Context: an optimization exercise on an open-source flow, tuned for small area. The choices shown serve that exercise and are no tape-out recipe. The RTL was checked by simulation tests, not by an equivalence proof against the original design. No activity file was given, so power comes from the tool's default toggle rates.

$ cat design/flow/run.sh
#!/bin/bash
# synth_recipe.tcl (not shown) runs the flow's synth.tcl, then flattens the netlist and writes it again
# the make line also repeats each setting of config.mk as NAME=value (left out here)
make -C /OpenROAD-flow-scripts/flow DESIGN_CONFIG=/design/flow/config.mk WORK_HOME=/design/flow/orfs CLKGATE_MAP_FILE= SYNTH_SCRIPT=/design/flow/synth_recipe.tcl finish
$ cat design/flow/config.mk
export PLATFORM = sky130hd
export DESIGN_NAME = tis_engine
export DESIGN_NICKNAME = tis_engine
export VERILOG_FILES = /design/flow/design.v
export SDC_FILE = /design/flow/constraint.sdc
export NUM_CORES = 4
export LEC_CHECK = 0
export CAP_MARGIN = 20
export CORE_MARGIN = 2
export CORE_UTILIZATION = 40
export PLACE_DENSITY = 0.6
export SLEW_MARGIN = 20
$ cat design/flow/constraint.sdc
create_clock -name core_clock -period 10.0 [get_ports {clk}]
set_input_delay 2.0000 -clock core_clock [delete_from_list [all_inputs] [get_ports {clk}]]
set_output_delay 2.0000 -clock core_clock [all_outputs]
set_load 0.01 [all_outputs]
$ cat design/flow/design.v
module tis_xport (
    input  wire        clk,
    input  wire        rst,
    input  wire        cfg_spi,
    input  wire        ms_tick,
    input  wire        go,           
    input  wire        wr,           
    input  wire [1:0]  kind,         
    input  wire [5:0]  plen,         
    input  wire [7:0]  pbyte,        
    input  wire        tclr,         
    output wire        done,         
    output reg         xerr,         
    output wire        ev_err,       
    output wire [1:0]  ev_ty,        
    output wire        rd_ack,       
    output wire        wr_ack,       
    output wire        wr_pend,      
    output wire [5:0]  pidx,         
    output wire        t_sleep,      
    output wire        bus_req,
    output reg         bus_rd,
    output reg         bus_last,
    output reg  [7:0]  bus_wdata,
    input  wire        bus_ack,
    input  wire [7:0]  bus_rdata,
    input  wire        bus_err,
    output wire        spi_lock,
    input  wire        spi_gnt,
    input  wire        irq
);
    localparam [2:0] X_IDLE = 3'd0, X_LOCK = 3'd1, X_PRE = 3'd2,
                     X_BEAT = 3'd3, X_RWAIT = 3'd4, X_DONE = 3'd5;
    localparam [2:0] P_I2CW = 3'd0, P_I2CR = 3'd1, P_HDR = 3'd2,
                     P_STALL = 3'd3, P_SPIW = 3'd4, P_SPIR = 3'd5;
    reg [2:0] xs;
    reg [2:0] ph;
    reg [5:0] idx;
    reg       ready;
    reg [9:0] tms;
    wire t_irq = (tms >= 10'd750);
    wire t_spi = (tms >= 10'd100);
    assign t_sleep = (tms >= 10'd2);
    wire [5:0] plen_k = (kind == 2'd2) ? plen : (kind == 2'd0) ? 6'd1 : 6'd4;
    wire [5:0] len_m1 = plen_k - 6'd1;
    assign pidx = (ph == P_I2CW) ? (idx - 6'd1) : idx;
    wire   pay_w = (ph == P_SPIW) || (ph == P_I2CW && idx != 6'd0);
    wire   pay_r = (ph == P_SPIR) || (ph == P_I2CR);
    assign bus_req  = (xs == X_BEAT);
    assign spi_lock = cfg_spi && (xs == X_LOCK || xs == X_PRE || xs == X_BEAT);
    assign done     = (xs == X_DONE);
    wire ack = bus_req && bus_ack;
    assign rd_ack  = ack && pay_r;
    assign wr_ack  = ack && pay_w;
    assign wr_pend = (xs == X_PRE || xs == X_BEAT) && pay_w;
    always @(*) begin
        bus_rd    = 1'b0;
        bus_last  = 1'b0;
        bus_wdata = pbyte;
        case (ph)
            P_I2CW: begin
                if (idx == 6'd0)
                    bus_wdata = {5'd0, kind[1], kind == 2'd3, kind[1] ^ kind[0]};
                bus_last = wr ? (idx == plen_k) : 1'b1;
            end
            P_HDR: begin
                case (idx[1:0])
                    2'd0: bus_wdata = {~wr, 1'b1, len_m1};
                    2'd1: bus_wdata = 8'hD4;
                    2'd2: bus_wdata = {4'd0, {4{kind == 2'd3}}};
                    default: bus_wdata = {2'b00, kind == 2'd2, kind == 2'd1, kind == 2'd1, kind == 2'd2, 2'b00};
                endcase
                bus_last = (idx[1:0] == 2'd3);
            end
            P_STALL: begin
                bus_rd   = 1'b1;
                bus_last = 1'b1;
            end
            P_SPIW: bus_last = (idx == len_m1);
            default: begin  
                bus_rd   = 1'b1;
                bus_last = (idx == len_m1);
            end
        endcase
    end
    wire start   = (xs == X_IDLE) && go;
    wire e_insuf = start && cfg_spi && (plen_k == 6'd0);
    wire e_io    = ack && bus_err;
    wire e_spi   = ack && !bus_err && (ph == P_STALL) && !bus_rdata[0] && t_spi;
    wire e_irq   = (xs == X_RWAIT) && !ready && t_irq;
    assign ev_err = e_insuf || e_io || e_spi || e_irq;
    assign ev_ty  = e_io ? 2'd3 : e_insuf ? 2'd2 : e_spi ? 2'd1 : 2'd0;
    always @(posedge clk) begin
        if (!cfg_spi && (start || e_io || e_irq))
            ready <= 1'b0;
        else if (irq && !cfg_spi)
            ready <= 1'b1;
    end
    wire hdr_end = ack && !bus_err && bus_last && (ph == P_I2CW || ph == P_HDR);
    always @(posedge clk) begin
        if (tclr || hdr_end)
            tms <= 10'd0;
        else if (ms_tick && !t_irq)
            tms <= tms + 10'd1;
    end
    always @(posedge clk) begin
        if (rst) begin
            xs <= X_IDLE;
        end else begin
            case (xs)
                X_IDLE: begin
                    idx <= 6'd0;
                    if (go) begin
                        xerr <= e_insuf;
                        if (e_insuf) begin
                            xs <= X_DONE;
                        end else if (cfg_spi) begin
                            ph <= P_HDR;
                            xs <= X_LOCK;
                        end else begin
                            ph <= P_I2CW;
                            xs <= X_PRE;
                        end
                    end
                end
                X_LOCK: begin
                    if (spi_gnt)
                        xs <= X_BEAT;
                end
                X_PRE: xs <= X_BEAT;
                X_BEAT: begin
                    if (bus_ack) begin
                        xs <= X_PRE;
                        if (bus_err) begin
                            xerr <= 1'b1;
                            xs   <= X_DONE;
                        end else if (!bus_last) begin
                            idx <= idx + 6'd1;
                        end else begin
                            idx <= 6'd0;
                            case (ph)
                                P_I2CW: xs <= X_RWAIT;
                                P_HDR:  ph <= P_STALL;
                                P_STALL: begin
                                    if (bus_rdata[0])
                                        ph <= wr ? P_SPIW : P_SPIR;
                                    else if (t_spi) begin
                                        xerr <= 1'b1;
                                        xs   <= X_DONE;
                                    end
                                end
                                default: xs <= X_DONE;
                            endcase
                        end
                    end
                end
                X_RWAIT: begin
                    if (ready) begin
                        if (wr) begin
                            xs <= X_DONE;
                        end else begin
                            ph <= P_I2CR;
                            xs <= X_PRE;
                        end
                    end else if (t_irq) begin
                        xerr <= 1'b1;
                        xs   <= X_DONE;
                    end
                end
                default: xs <= X_IDLE;  
            endcase
        end
    end
endmodule
module tis_engine (
    input  wire        clk,
    input  wire        rst,           
    input  wire        cfg_spi,       
    input  wire        ms_tick,       
    input  wire        cmd_valid,
    input  wire [31:0] cmd_word,
    output wire        busy,
    output wire        done,
    output reg  [3:0]  res_code,
    output reg  [2:0]  res_sub,
    output reg  [31:0] res_val,
    output wire        cmd_rd_en,
    output wire [23:0] cmd_rd_addr,
    input  wire [7:0]  cmd_rd_data,
    output wire        rsp_wr_en,
    output wire [23:0] rsp_wr_addr,
    output wire [7:0]  rsp_wr_data,
    output wire        bus_req,
    output wire        bus_rd,
    output wire        bus_last,
    output wire [7:0]  bus_wdata,
    input  wire        bus_ack,
    input  wire [7:0]  bus_rdata,
    input  wire        bus_err,
    input  wire [7:0]  bus_err_code,
    output wire        spi_lock,
    input  wire        spi_gnt,
    input  wire        irq
);
    localparam [4:0]
        S_IDLE   = 5'd0,  S_FIN    = 5'd1,
        S_RL_RD0 = 5'd2,  S_RL_WR  = 5'd3,  S_RL_RD  = 5'd4,  S_RL_SLP = 5'd5,
        S_PR_RD  = 5'd6,  S_WC_RD  = 5'd7,  S_WC_WR  = 5'd8,
        S_GB_RD  = 5'd9,  S_GB_SLP = 5'd10,
        S_WB_WR  = 5'd11, S_GO_WR  = 5'd12,
        S_RB_RD1 = 5'd13, S_RB_RD  = 5'd14,
        S_CL_RD  = 5'd15, S_CL_WR  = 5'd16,
        S_REL_RD = 5'd17, S_REL_WR = 5'd18;
    localparam [1:0] K_ACCESS = 2'd0, K_STS = 2'd1, K_FIFO = 2'd2, K_DID = 2'd3;
    reg [4:0]  st;
    reg        started;        
    reg        c_probe, c_sd, c_rel, rx;
    reg        rel_force, rel2, errp, sh_mis;
    reg [1:0]  tries;
    reg [10:0] tlong;          
    reg [23:0] arg;            
    reg [23:0] ptr;            
    reg [5:0]  bst;            
    reg        f1, f2, fx;     
    assign busy = (st != S_IDLE);
    assign done = (st == S_FIN);
    reg        x_go, x_wr;
    reg [1:0]  x_kind;
    reg [7:0]  x_const;
    always @(*) begin
        x_go = 1'b1; x_wr = 1'b0; x_kind = K_ACCESS; x_const = 8'h00;
        case (st)
            S_RL_RD0, S_RL_RD, S_REL_RD: ;
            S_RL_WR:  begin x_wr = 1'b1; x_const = 8'h02; end
            S_REL_WR: begin x_wr = 1'b1; x_const = 8'h20; end
            S_WC_RD, S_GB_RD, S_CL_RD: x_kind = K_STS;
            S_WC_WR, S_CL_WR: begin x_wr = 1'b1; x_kind = K_STS; x_const = 8'h40; end
            S_GO_WR:  begin x_wr = 1'b1; x_kind = K_STS; x_const = 8'h20; end
            S_PR_RD:  x_kind = K_DID;
            S_WB_WR:  begin x_wr = 1'b1; x_kind = K_FIFO; end
            S_RB_RD1, S_RB_RD: x_kind = K_FIFO;
            default:  x_go = 1'b0;
        endcase
    end
    wire       x_done, x_err, ev_err, rd_ack, wr_ack, wr_pend, t_sleep;
    wire [1:0] ev_ty;
    wire [5:0] pidx;
    reg  [7:0] pbyte;
    wire       sleep_go;
    tis_xport u_xport (
        .clk(clk), .rst(rst), .cfg_spi(cfg_spi), .ms_tick(ms_tick),
        .go(x_go), .wr(x_wr), .kind(x_kind), .plen(bst), .pbyte(pbyte), .tclr(sleep_go),
        .done(x_done), .xerr(x_err), .ev_err(ev_err), .ev_ty(ev_ty),
        .rd_ack(rd_ack), .wr_ack(wr_ack), .wr_pend(wr_pend), .pidx(pidx), .t_sleep(t_sleep),
        .bus_req(bus_req), .bus_rd(bus_rd), .bus_last(bus_last), .bus_wdata(bus_wdata),
        .bus_ack(bus_ack), .bus_rdata(bus_rdata), .bus_err(bus_err),
        .spi_lock(spi_lock), .spi_gnt(spi_gnt), .irq(irq)
    );
    wire x_ok = x_done && !x_err;
    wire fifo = (x_kind == K_FIFO);
    function [7:0] shutdown_cmd;
        input [3:0] i;
        case (i)
            4'd0: shutdown_cmd = 8'h80;  4'd1: shutdown_cmd = 8'h01;
            4'd5: shutdown_cmd = 8'h0C;  4'd8: shutdown_cmd = 8'h01;
            4'd9: shutdown_cmd = 8'h45;  4'd11: shutdown_cmd = 8'h01;
            default: shutdown_cmd = 8'h00;
        endcase
    endfunction
    function [7:0] shutdown_rsp;
        input [3:0] i;
        case (i)
            4'd0: shutdown_rsp = 8'h80;  4'd1: shutdown_rsp = 8'h01;
            4'd5: shutdown_rsp = 8'h0A;
            default: shutdown_rsp = 8'h00;
        endcase
    endfunction
    always @(*) begin
        if (fifo)
            pbyte = c_sd ? shutdown_cmd(ptr[3:0]) : cmd_rd_data;
        else
            pbyte = (pidx == 6'd0) ? x_const : 8'h00;
    end
    assign cmd_rd_en   = wr_pend && fifo && !c_sd;
    assign cmd_rd_addr = ptr;
    assign rsp_wr_en   = rd_ack && fifo && !bus_err;
    assign rsp_wr_addr = ptr;
    assign rsp_wr_data = bus_rdata;
    wire [24:0] df    = {1'b0, arg} - {1'b0, ptr};
    wire        more  = !df[24] && (df[23:0] != 24'd0);      
    wire [5:0]  bm1   = bst - 6'd1;
    wire        big   = (df[23:6] != 18'd0);
    wire [5:0]  wchunk = (big || bm1 < df[5:0]) ? bm1 : df[5:0];
    wire [5:0]  rchunk = (big || bst < df[5:0]) ? bst : df[5:0];
    wire        ptr0  = (ptr == 24'd0);
    wire        m4 = rx && (ptr0 || more);
    wire        m3 = !rx && more && !ptr0;
    wire        t_long = (tlong >= 11'd2000);
    wire        bad_first = (bst < 6'd10) || ((arg[23:6] == 18'd0) && (bst > arg[5:0]));
    wire        too_long  = (res_val[31:24] != 8'd0) || (res_val[23:0] > arg);
    localparam [31:0] DIDVID_CR50 = 32'h00281AE0;
    localparam [31:0] DIDVID_TI50 = 32'h504A6666;
    wire [4:0]  after_rl = c_probe ? S_PR_RD : S_WC_RD;
    wire [4:0]  err_st = c_probe ? S_REL_RD : S_CL_RD;
    assign sleep_go = x_done && (
        (st == S_GB_RD && !(x_ok && f1)) ||
        (st == S_RL_RD && !(x_ok && f1) && tries != 2'd3));
    always @(posedge clk) begin
        if (ms_tick && !t_long)
            tlong <= tlong + 11'd1;
        if (rd_ack) begin
            case (x_kind)
                K_ACCESS: begin
                    f1 <= bus_rdata[7] & bus_rdata[5];
                    f2 <= bus_rdata[7] & bus_rdata[2];
                end
                K_STS: begin
                    case (pidx[1:0])
                        2'd0: begin
                            f1 <= bus_rdata[7] && (!m4 || bus_rdata[4]) && (!m3 || bus_rdata[3]);
                            f2 <= bus_rdata[6];
                            fx <= rx ? bus_rdata[4] : bus_rdata[3];
                        end
                        2'd1: begin
                            bst <= bus_rdata[5:0];
                            if (bus_rdata[7:6] != 2'd0 || bus_rdata[5:0] == 6'd0)
                                f1 <= 1'b0;
                        end
                        2'd2: if (bus_rdata != 8'd0) f1 <= 1'b0;
                        default: ;
                    endcase
                end
                K_DID: res_val[8*pidx[1:0] +: 8] <= bus_rdata;
                default: begin  
                    if (st == S_RB_RD1 && pidx[5:3] == 3'd0 && pidx[2:1] != 2'd0 && pidx[2:1] != 2'd3)
                        res_val[8*(3'd5 - pidx[2:0]) +: 8] <= bus_rdata;
                    if (c_sd && ptr[23:4] == 20'd0 && ptr[3:0] < 4'd10 &&
                        bus_rdata != shutdown_rsp(ptr[3:0]))
                        sh_mis <= 1'b1;
                end
            endcase
        end
        if (rd_ack || wr_ack) begin
            if (fifo)
                ptr <= ptr + 24'd1;
        end
        if (ev_err && !errp) begin
            case (ev_ty)
                2'd0: begin res_code <= 4'd1; res_sub <= 3'd1; res_val <= 32'd0; end
                2'd1: begin res_code <= 4'd1; res_sub <= 3'd2; res_val <= 32'd0; end
                2'd2: begin res_code <= 4'd5; res_sub <= 3'd0; res_val <= 32'd0; end
                default: begin res_code <= 4'd7; res_sub <= 3'd0; res_val <= {24'd0, bus_err_code}; end
            endcase
        end
        if (rst) begin
            st      <= S_IDLE;
            started <= 1'b0;
        end else begin
            case (st)
                S_IDLE: begin
                    if (cmd_valid) begin
                        arg     <= cmd_word[23:0];
                        c_probe <= 1'b0;
                        c_sd    <= 1'b0;
                        c_rel   <= 1'b0;
                        rx      <= 1'b0;
                        errp    <= 1'b0;
                        rel2    <= 1'b0;
                        sh_mis  <= 1'b0;
                        st      <= S_RL_RD0;
                        case (cmd_word[31:24])
                            8'h01: begin
                                c_probe <= 1'b1;
                                if (cmd_word[23:0] != 24'd0 || started) st <= S_FIN;
                            end
                            8'h02: begin
                                if (started) st <= S_FIN;
                            end
                            8'h03: begin
                                rx    <= 1'b1;
                                ptr   <= 24'd0;
                                tlong <= 11'd0;
                                if (started) begin
                                    started <= 1'b0;
                                    st      <= S_GB_RD;
                                end else
                                    st <= S_FIN;
                            end
                            8'h04: begin
                                c_rel     <= 1'b1;
                                rel_force <= cmd_word[0];
                                if (cmd_word[23:1] != 23'd0) st <= S_FIN;
                                else                         st <= S_REL_RD;
                            end
                            8'h05: begin
                                c_sd <= 1'b1;
                                arg  <= 24'd12;
                                if (cmd_word[23:0] != 24'd0 || started) st <= S_FIN;
                            end
                            default: st <= S_FIN;
                        endcase
                        res_code <= 4'd8;
                        res_sub  <= 3'd0;
                        res_val  <= 32'd0;
                    end
                end
                S_RL_RD0: if (x_done) begin
                    if (x_ok && f1) begin
                        tlong <= 11'd0;
                        st    <= after_rl;
                    end else
                        st <= S_RL_WR;
                end
                S_RL_WR: if (x_done) begin
                    tries <= 2'd1;
                    if (x_err) begin
                        errp <= 1'b1; rel_force <= 1'b1;
                        st <= err_st;
                    end else
                        st <= S_RL_RD;
                end
                S_RL_RD: if (x_done) begin
                    if (x_ok && f1) begin
                        tlong <= 11'd0;
                        st    <= after_rl;
                    end else if (tries != 2'd3) begin
                        tries <= tries + 2'd1;
                        st    <= S_RL_SLP;
                    end else begin
                        errp     <= 1'b1; rel_force <= 1'b1;
                        res_code <= 4'd1;
                        res_sub  <= 3'd3;
                        res_val  <= 32'd0;
                        st <= err_st;
                    end
                end
                S_RL_SLP: if (t_sleep) st <= S_RL_RD;
                S_PR_RD: if (x_done) begin
                    if (x_err) begin
                        errp <= 1'b1; rel_force <= 1'b1;
                        st <= err_st;
                    end else if (res_val == DIDVID_CR50 || res_val == DIDVID_TI50) begin
                        res_code <= 4'd0;
                        res_sub  <= 3'd0;
                        res_val  <= {31'd0, res_val != DIDVID_CR50};
                        st       <= S_FIN;
                    end else begin
                        errp     <= 1'b1; rel_force <= 1'b1;
                        res_code <= 4'd6;
                        res_sub  <= 3'd0;
                        st <= err_st;
                    end
                end
                S_WC_RD: if (x_done) begin
                    if (x_ok && f2) begin
                        ptr   <= 24'd0;
                        tlong <= 11'd0;
                        st    <= S_GB_RD;
                    end else if (t_long) begin
                        errp     <= 1'b1; rel_force <= 1'b1;
                        res_code <= 4'd1;
                        res_sub  <= 3'd5;
                        res_val  <= 32'd0;
                        st <= err_st;
                    end else
                        st <= S_WC_WR;
                end
                S_WC_WR: if (x_done) st <= S_WC_RD;
                S_GB_RD: if (x_done) begin
                    if (x_ok && f1) begin
                        if (!rx) begin
                            if (more) begin
                                bst <= wchunk;
                                st  <= S_WB_WR;
                            end else if (fx) begin
                                errp     <= 1'b1; rel_force <= 1'b1;
                                res_code <= 4'd3;
                                res_sub  <= 3'd2;
                                res_val  <= 32'd0;
                                st <= err_st;
                            end else
                                st <= S_GO_WR;
                        end else if (ptr0) begin
                            if (bad_first) begin
                                errp     <= 1'b1; rel_force <= 1'b1;
                                res_code <= 4'd3;
                                res_sub  <= 3'd1;
                                res_val  <= 32'd0;
                                st <= err_st;
                            end else
                                st <= S_RB_RD1;
                        end else if (more) begin
                            bst <= rchunk;
                            st  <= S_RB_RD;
                        end else if (fx) begin
                            errp     <= 1'b1; rel_force <= 1'b1;
                            res_code <= 4'd3;
                            res_sub  <= 3'd3;
                            res_val  <= 32'd0;
                            st <= err_st;
                        end else begin
                            rel_force <= 1'b0;
                            st        <= S_REL_RD;
                        end
                    end else
                        st <= S_GB_SLP;
                end
                S_GB_SLP: if (t_sleep) begin
                    if (t_long) begin
                        errp     <= 1'b1; rel_force <= 1'b1;
                        res_code <= 4'd1;
                        res_sub  <= 3'd4;
                        res_val  <= 32'd0;
                        st <= err_st;
                    end else
                        st <= S_GB_RD;
                end
                S_WB_WR: if (x_done) begin
                    tlong <= 11'd0;
                    if (x_err) begin
                        errp <= 1'b1; rel_force <= 1'b1;
                        st <= err_st;
                    end else
                        st <= S_GB_RD;
                end
                S_GO_WR: if (x_done) begin
                    tlong <= 11'd0;
                    ptr   <= 24'd0;
                    arg   <= 24'd10;
                    if (x_err) begin
                        errp <= 1'b1; rel_force <= 1'b1;
                        st <= err_st;
                    end else if (c_sd) begin
                        rx <= 1'b1;
                        st <= S_GB_RD;
                    end else begin
                        started  <= 1'b1;
                        res_code <= 4'd0;
                        res_sub  <= 3'd0;
                        res_val  <= 32'd0;
                        st       <= S_FIN;
                    end
                end
                S_RB_RD1: if (x_done) begin
                    tlong <= 11'd0;
                    if (x_err) begin
                        errp <= 1'b1; rel_force <= 1'b1;
                        st <= err_st;
                    end else if (too_long) begin
                        errp     <= 1'b1; rel_force <= 1'b1;
                        res_code <= 4'd4;
                        res_sub  <= 3'd0;
                        st <= err_st;
                    end else begin
                        arg <= res_val[23:0];
                        st  <= S_GB_RD;
                    end
                end
                S_RB_RD: if (x_done) begin
                    tlong <= 11'd0;
                    if (x_err) begin
                        errp <= 1'b1; rel_force <= 1'b1;
                        st <= err_st;
                    end else
                        st <= S_GB_RD;
                end
                S_CL_RD: if (x_done) begin
                    rel_force <= 1'b1;
                    if (x_ok && f2)
                        st <= S_CL_WR;
                    else
                        st <= S_REL_RD;
                end
                S_CL_WR: if (x_done) st <= S_REL_RD;
                S_REL_RD, S_REL_WR: if (x_done) begin
                    if (st == S_REL_RD && x_ok && (rel_force || f2))
                        st <= S_REL_WR;
                    else if (c_sd && !rel2) begin
                        rel2      <= 1'b1;
                        rel_force <= 1'b1;
                        st        <= S_REL_RD;
                    end else begin
                        st <= S_FIN;
                        if (!errp) begin
                            res_code <= 4'd0;
                            res_sub  <= 3'd0;
                            res_val  <= (c_sd || c_rel) ? 32'd0 : {8'd0, ptr};
                            if (c_sd && sh_mis) begin
                                res_code <= 4'd3;
                                res_sub  <= 3'd4;
                            end
                        end
                    end
                end
                default: st <= S_IDLE;  
            endcase
        end
    end
endmodule
==> results.txt <==
outcome=timing/DRC/antenna clean; Buffers & Inverters on Critical Path=2; RSZ-0062 raised after global routing=no; P_leak=between 6 and 7 nW; post-route setup TNS=0 ns; CTS buffer count=17; starting density of the core=about two fifths; # resized after CTS=0; prevailing post-synth register cell=dfxtp_1; Clock Skew=0.00991 ns; pwr/cell area=between 200 and 250 nW/um^2; CP peak stage delay=0.71 ns; vias in the first global route=around 15000; Core Region=roughly 35000 sq um; CP max FO=14; Min-Delay Path Class=flip-flop to flip-flop; final wirelength=58400 microns; CP endpoint kind=output port; clk slew on worst S/H paths=0.07 ns; CTS tree=yes; max-cap violations=0; Synthesis Warnings=2; worst setup path startpoint=u_xport.ph[0]; row count=69; GRT Total Usage=a little under a third; share of the synthesized area in the top cell type=14.2%; Worst path top cell family by delay=simple AND/OR/NAND/NOR gates; post-CTS setup buffers=0; DR iter-0 viols=1873; Top-Level Pins=about 180; Via density=roughly 6.3; Cell variety after synth=between 90 and 100; largest net degree at the start of global routing=40; clk latency of the worst-skew pair=0.46 ns; Hold Crit Start=tlong[10]; synthesized area per cell=around 7.5 sq um; port bufs=between 150 and 200; Critical Path AT=about 4 ns; VDD IR max=between 0.15 and 0.2 mV; largest cells by area after synthesis=dfxtp_1, edfxtp_1, ha_1, nand2_1, nor2_1; critical path's slowest cell=nor3_1; H-tree levels=4; Reg2Reg Launch Point=ptr[12]; Die X=just under 200 microns; DP Wirelength=44300 microns; ratio of cells with drive above 1 in the final layout=approximately 5.4%; Cells after Synth=~1900; CP startpoint kind=flip-flop; NumNets Final=approximately 2200; critical path data required time=8.00 ns; Max Root-Sink Buffers=2; Final Cycle Share=60.2%; R2R cell count=19; placed insts=around 2400; grt ovf=0; GPL Wtd Cong=0.963; register area share after synthesis=about 25%; Final Hold Viols=0; Design Power=approximately 0.0042 W; die area=37500 sq um; clk sinks=roughly 150; Final setup viols=0; Tmin final=6.02 ns; Post-synth EDFFs=52; Antenna Nets Post-Route=0; Finished Layout Cells=roughly 2500; WL/cell=between 20 and 25 microns; FFs w/ async S/R, synth=0%; most frequent cell after synthesis=nand2_1; Residual DRC=0; die height=between 150 and 200 microns; initial antenna violation count=0; Synth area leader=dfxtp_1; Worst Tran Pin Value=roughly 1.0 ns; CTS Hold Bufs=0; Yosys reg bits=~150; Syn Nets=about 2100; CP cell instances=nor3_1 > a21oi_1 > inv_1 > nand2_1 > nor4_1 > a22oi_1 > o221ai_1 > clkdlybuf4s50_1; reg2reg end=u_xport.kind[0]; Synth Cell Area=14400 sq um; Area Overhead vs Synth=17.1%; Hold Crit Depth=2; first-pass GRT wire length=about 90000 microns; top post-synthesis cells by count=nand2_1, nor2_1, a21oi_1, o21ai_0, inv_1; max_slew headroom=between 30 and 40%; 1st-pass router iterations=6; Max Clk Rate=about 0.17 GHz; Vias=between 15000 and 20000; Root Driver=clkbuf_16; Max Slew Vio Count=0; worst hold endpoint=tlong[10]; crit path kind=flip-flop to output port; Worst R2R Setup Slack=between 4 and 5 ns
cell type report:
| class | count | area [sq um] |
|---|---|---|
| antenna | 1 | 2.50 |
| tap | 461 | 577 |
| inverter | 107 | 402 |
| multi-input combinational | 1524 | 9760 |
| clock inverter | 5 | 30.0 |
| fill | 3553 | 18600 |
| timing repair buffer | 202 | 1950 |
| sequential | 154 | 3600 |
| clock buffer | 27 | 537 |
sequential cells by signal, indices dropped and copies added, names as in the netlist, 3 cells and up:
signal       cells
res_code         4
bst              6
arg             24
st               5
res_sub          3
u_xport.tms     10
u_xport.xs       3
u_xport.ph       3
x_const          3
tlong           11
ptr             24
res_val         32
u_xport.idx      6
stage by stage:
step / area (sq um) / hold slack, ns / setup WS (ns) / util [%]
final: 16900 / 0.482 / 3.98 / 47.5
after CTS: 16800 / 0.478 / 4.01 / 47.5
after global placement: 16300 / 0.449 / 4.29 / 45.9
after floorplan: 14400 / 0.434 / 4.92 / -
after detailed placement: 16300 / 0.463 / 4.22 / 45.9
after global routing: 16900 / 0.527 / 3.77 / 47.5
logic make-up after synthesis:
logic type                 count (synthesis)  share of synthesized area [%]
AOI/OAI and AO/OA                        560                           26.3
xor gates and xnor gates                  79                           4.80
adders and majority gates                 97                           8.53
buffers and inverters                    244                           7.52
DFF                                      154                           25.0
muxes                                     26                           1.84
and+or+nand+nor                          762                           26.0
worst reg2reg max path, delay by kind of cell, from the launching register on:
kind                       cells  cell delay, ns
AOI/OAI and AO/OA              8            2.07
adders and majority gates      2            0.84
buffers and inverters          2            0.19
DFF                            1            0.58
and+or+nand+nor                7            1.53
per-layer routing:
| layer | global-route usage, % | wire length (microns) |
|---|---|---|
| met5 | 0 | 0 |
| met4 | 13.4 | 2380 |
| met3 | 6.64 | 5360 |
| met2 | 47.3 | 26100 |
| met1 | 39.8 | 24500 |
placed cells by master (no fill, tap or decap), types with 13 or more instances in the layout:
| master | n |
|---|---|
| a211oi_1 | 18 |
| a21o_1 | 17 |
| a21oi_1 | 134 |
| a221oi_1 | 21 |
| a22o_1 | 27 |
| a22oi_1 | 22 |
| a31oi_1 | 18 |
| and3_1 | 25 |
| buf_4 | 27 |
| clkbuf_16 | 20 |
| clkdlybuf4s50_1 | 175 |
| dfxtp_1 | 102 |
| edfxtp_1 | 52 |
| ha_1 | 95 |
| inv_1 | 105 |
| mux2i_1 | 22 |
| nand2_1 | 201 |
| nand2b_1 | 27 |
| nand3_1 | 59 |
| nand4_1 | 38 |
| nor2_1 | 193 |
| nor2b_1 | 26 |
| nor3_1 | 59 |
| nor4_1 | 33 |
| o211ai_1 | 13 |
| o21a_1 | 14 |
| o21ai_0 | 128 |
| o221ai_1 | 15 |
| o22ai_1 | 16 |
| or2_2 | 14 |
| or3_1 | 20 |
| xnor2_1 | 49 |
| xor2_1 | 30 |
power by group:
group | total [W] | switching, W | leakage, nW | internal [W]
Sequential | 0.00104 | 0.000233 | 1.34 | 0.000804
Combinational | 0.00252 | 0.00158 | 4.73 | 0.000942
Clock | 0.000647 | 0.000279 | 0.281 | 0.000368
Total | 0.00421 | 0.00209 | 6.34 | 0.00211
worst max path at each step:
stage,endpoint,slack [ns],depth (start not counted)
6_report,bus_wdata[1],3.98,8
5_1_grt,bus_wdata[5],3.77,8
3_5_place_dp,rsp_wr_en,4.22,5
3_3_place_gp,rsp_wr_en,4.29,5
4_1_cts,bus_wdata[1],4.01,8
2_1_floorplan,arg[0],4.92,2

==> separate check: timing with driven ports <==
The flow's constraints put no driver on any port. The routed layout listed below was extracted and timed again, unchanged, in two steps.
Step 1: set_driving_cell puts a clkbuf_16 on clk and a buf_2 on each other input, an assumption about the parent block.
Step 2 moves the port delays by t, midway between the first and last clock arrival at a register: inputs arrive t later, outputs are due t later. That takes back most of the time a late clock gives input paths.
Slacks: no drivers / after step 1 / after step 2; pairs: no drivers / after step 1.
t, ns: 0.510
slack for setup (ns): 3.979 / 3.923 / 4.191
worst hold slack (ns): 0.482 / 0.482 / 0.482
worst register clock-pin slew, ns: 0.07 / 0.07
After both steps setup and hold are still met in this run. For this run, drivers alone change the setup slack by -0.056 ns; drivers and shift together by +0.212 ns.
